What follows belongs to an exercise in optimizing a design on an open flow for small area; a production flow would make more cautious choices. In this exercise RTL edits were held to simulation tests only and were not proved equivalent to the original. Power and IR drop assume default switching activity.

Design qsp_frame_decoder, start of the top module:
module qsp_frame_decoder (
    input  wire         clk,
    input  wire         rst,           
    input  wire         in_valid,
    input  wire [7:0]   in_byte,
    output wire         sample_valid,
    output wire [223:0] sample,
    output wire [1:0]   diag,
    output reg  [15:0]  sync_cnt,
    output reg  [15:0]  len_cnt,
    output reg  [15:0]  crc_cnt
);
    localparam [4:0] LEN_AO = 5'd31;     
    reg [4:0]   fb_len;      
    reg [4:0]   rem;         
    reg [223:0] sr;          
    reg [15:0]  crc;         
    reg         cmatch;      
    wire ao   = (fb_len == LEN_AO);
    wire pz   = (rem == 5'd0);
    wire full = (fb_len == 5'd30);
    wire bz   = (in_byte == 8'h00);
    wire lt28 = (fb_len[4:2] != 3'b111);
    assign sample       = sr;
    assign sample_valid = ao & rem[2];
    assign diag         = {2{ao}} & rem[1:0];
    wire [4:0] code_rem = (in_byte[7:5] != 3'd0) ? 5'd31 : (in_byte[4:0] - 5'd1);
    wire [7:0] wdata = pz ? 8'h00 : in_byte;
    wire [7:0] cx0 = crc[15:8] ^ wdata;
    wire [7:0] cx  = cx0 ^ {4'h0, cx0[7:4]};
    wire [15:0] crc_next = {crc[7:0], 8'h00} ^ {cx[3:0], 12'h000} ^ {3'b000, cx, 5'b00000} ^ {8'h00, cx};
    reg       append;
    reg [1:0] err;
    reg       good;
    always @* begin
        append = 1'b0;
        err    = 2'd0;
        good   = 1'b0;
        if (!ao) begin
            if (bz) begin
                if (!pz)
                    err = 2'd1;
                else if (!full)
                    err = 2'd2;
                else if (!cmatch)
                    err = 2'd3;
                else
                    good = 1'b1;
  ...
For scale: about 710 cells after synthesis, ~300 flip-flops, about 290 I/O pins, ~11000 sq um of cells after synthesis.
export LEC_CHECK = 0
export CAP_MARGIN = 20
export CORE_MARGIN = 2
export CORE_UTILIZATION = 60
export SLEW_MARGIN = 20
create_clock -name core_clock -period 18.0 [get_ports {clk}]
standard.sh (not shown) runs the stock make flow with config.mk's settings and CLKGATE_MAP_FILE= SYNTH_SCRIPT=/design/flow/synth_recipe.tcl, a recipe that flattens the netlist after the stock synthesis.
==> flow/flow/run.sh <==
#!/bin/bash
# Own layout flow: the standard ORFS flow, with the smallest buffer
# (sky130_fd_sc_hd__buf_1) for the input and output port buffers and a
# clock tree built from fewer, larger sink clusters.
set -euo pipefail
export BUFFER_PORTS_ARGS="-buffer_cell sky130_fd_sc_hd__buf_1"
export CTS_ARGS="-sink_clustering_enable -repair_clock_nets -sink_clustering_size 25 -sink_clustering_max_diameter 80 -dont_use_dummy_load"
bash standard.sh finish > flow_finish.log 2>&1
The first run produced a clean layout.
Rerun with:
--- a/flow/flow/run.sh
+++ b/flow/flow/run.sh
@@ -6,3 +6,3 @@
 export BUFFER_PORTS_ARGS="-buffer_cell sky130_fd_sc_hd__buf_1"
-export CTS_ARGS="-sink_clustering_enable -repair_clock_nets -sink_clustering_size 25 -sink_clustering_max_diameter 80 -dont_use_dummy_load"
+export CTS_ARGS="-sink_clustering_enable -repair_clock_nets -sink_clustering_size 30 -sink_clustering_max_diameter 120"
 bash standard.sh finish > flow_finish.log 2>&1
Settings changed: ABC_AREA from default to 1.
Effect: The changed run completed without violations; final cell count goes up by 9.0%; synthesized cell count goes up by 14%; synthesized area goes down by 0.84%; setup slack improved by 0.26 ns.


## job 2184
Another version of the RTL of qsp_frame_decoder (not shown whole).
Size in the first run: roughly 300 flip-flops, ~290 I/O pins, ~10,000 µm² of cells after synthesis.
clock: 18.0 ns
lec_check: 0
cap_margin: 20
core_margin: 2
core_utilization: 60
slew_margin: 20
==> flow/flow/run.sh <==
#!/bin/bash
# Own layout flow: the standard ORFS flow (standard.sh) with three changes:
#  * ABC maps the logic with an area-oriented script (flow/abc_area.script)
#    instead of ORFS's delay-oriented one; registers are mapped as before;
#  * the input and output port buffers use the smallest buffer (buf_1);
#  * the clock tree uses fewer, larger sink clusters.
set -euo pipefail
W=$PWD
rm -rf "$W/scripts_mod"
cp -r "$FLOW_HOME/scripts" "$W/scripts_mod"
cp "$W/flow/abc_area.script" "$W/scripts_mod/abc_area.script"
export BUFFER_PORTS_ARGS="-buffer_cell sky130_fd_sc_hd__buf_1"
export CTS_ARGS="-sink_clustering_enable -repair_clock_nets -sink_clustering_size 16 -sink_clustering_max_diameter 80 -buf_list sky130_fd_sc_hd__clkbuf_8 -dont_use_dummy_load"
bash standard.sh SCRIPTS_DIR="$W/scripts_mod" ABC_AREA=1 finish > flow_finish.log 2>&1
==> flow/flow/abc_area.script <==
strash
&get -n
&st
&deepsyn -T 30
&dch -f
&nf -a -R 1000
&put
topo
In summary, job 2184 completed successfully, with a layout that passed the timing, design-rule and antenna checks.
[inputs] job 6759 vs job 2184
- CORE_UTILIZATION: 60 -> 70
-- flow/flow/run.sh --
<<< job 2184, line 13
export CTS_ARGS="-sink_clustering_enable -repair_clock_nets -sink_clustering_size 16 -sink_clustering_max_diameter 80 -buf_list sky130_fd_sc_hd__clkbuf_8 -dont_use_dummy_load"
>>> job 6759, line 13
export CTS_ARGS="-sink_clustering_enable -repair_clock_nets -sink_clustering_size 30 -sink_clustering_max_diameter 120 -dont_use_dummy_load"
### Flow results
Job 6759 ended with every stage complete and zero timing, DRC or antenna violations.
On portion of total power attributed to combinational logic, job 6759 and job 2184 are neck and neck.
Routed length on met2 of job 6759 exceeds that of job 2184 by more than 10%.
Job 6759 and job 2184 ended up with roughly the same multi-input logic portion of the cell area.
Job 6759: total number of vias is 212 higher than what job 2184 reported.
Compared with job 2184, job 6759 shows a higher critical path data arrival time.
Job 6759 vs job 2184: clock power up by a few percent
Switching power, job 6759 and job 2184: smaller value in job 2184
Comparing job 6759 and job 2184, the higher routing usage on met2 was measured on job 6759.
Max freq job 2184 -> job 6759: degraded
Utilization job 2184 -> job 6759: up
Measured against job 6759, the number of tap instances of job 2184 comes out at 1.20 times the reference value.
> inputs changed (job 6759 -> job 3563)
- a change of CORE_UTILIZATION from 70 to 60
-- flow/flow/run.sh --
<<< job 6759, line 13
export CTS_ARGS="-sink_clustering_enable -repair_clock_nets -sink_clustering_size 30 -sink_clustering_max_diameter 120 -dont_use_dummy_load"
>>> job 3563, line 13
export CTS_ARGS="-sink_clustering_enable -repair_clock_nets -sink_clustering_size 30 -sink_clustering_max_diameter 120"
--- outcome ---
- Number of vias per cell after detailed routing (job 3563 / job 6759): 0.925
- Cmp job 3563 vs job 6759: met2 layer usage reported by global route lower in job 3563
- Wire length on met2 in job 3563 vs job 6759: down about 14%
- Switching power of the nets (job 3563 vs. job 6759) decreases by a few percent
- Static leakage power (higher): job 3563
- Job 6759 → job 3563: share of final layout cell area taken by clock buffers and inverters moved up; synthesis-to-layout area growth moved up.
- Diff job 3563..job 6759 | synthesized cell count | unchanged
- Job 3563 has more setup slack than job 6759.
## Diff of input files: job 1936 against job 3563
-- flow/flow/run.sh --
<<< job 3563, line 13
export CTS_ARGS="-sink_clustering_enable -repair_clock_nets -sink_clustering_size 30 -sink_clustering_max_diameter 120"
>>> job 1936, line 13
export CTS_ARGS="-sink_clustering_enable -repair_clock_nets -sink_clustering_size 10 -sink_clustering_max_diameter 60 -buf_list sky130_fd_sc_hd__clkbuf_4 -dont_use_dummy_load"
### Flow results
On vias per cell, job 1936 tracks job 3563 almost exactly.
Relative to job 3563, routed wire length has gone up in job 1936.
From job 3563 to job 1936 the numbers moved as follows: initial standard-cell utilization of the core shows no meaningful change, routed wire length on met2 shows a reduction of about 0.47%, synthesized netlist net count shows no meaningful change, fraction of area in multi-input gates shows no meaningful change.
NOTE: global-route usage in job 1936 exceeds that of job 3563
Diff job 3563 -> job 1936: worst setup slack rose by 0.10 ns, portion of total power attributed to the clock network now smaller, share of the clock period used by the worst path decreased by 0.57 points relative to the old numbers, post-route cell area decreased 0.83%.

[afterwards: timing with drivers on the ports]
No port has a modelled driver above. Below, the same layouts with a new extraction and two added sets of constraints. Step 1, drivers: a clkbuf_16 drives clk and a buf_2 each remaining input, both assumed. Step 2 also shifts input and output timing later by t, the mid clock arrival at the registers, as if the neighbouring blocks saw the same clock. Three values: ideal ports, drivers, drivers and shift; two values: the first two.
run	t (ns)	setup WS [ns]	worst register clock-pin slew, ns	cell pins on the clock port's net
the first run of note 1	0.514	9.916 / 9.940 / 9.426	0.09 / 0.09	1
the second run of note 1	0.526	10.178 / 10.197 / 9.671	0.12 / 0.12	1
job 2184	0.563	10.418 / 10.439 / 9.876	0.10 / 0.10	1
job 6759	0.514	10.116 / 10.137 / 9.623	0.12 / 0.12	1
job 3563	0.518	10.391 / 10.414 / 9.896	0.11 / 0.11	1
job 1936	0.645	10.494 / 10.512 / 9.867	0.11 / 0.11	1
After both steps every run listed still meets setup and hold. For job 1936, which loses most, drivers alone change the setup slack by +0.018 ns; drivers and shift together by -0.627 ns.
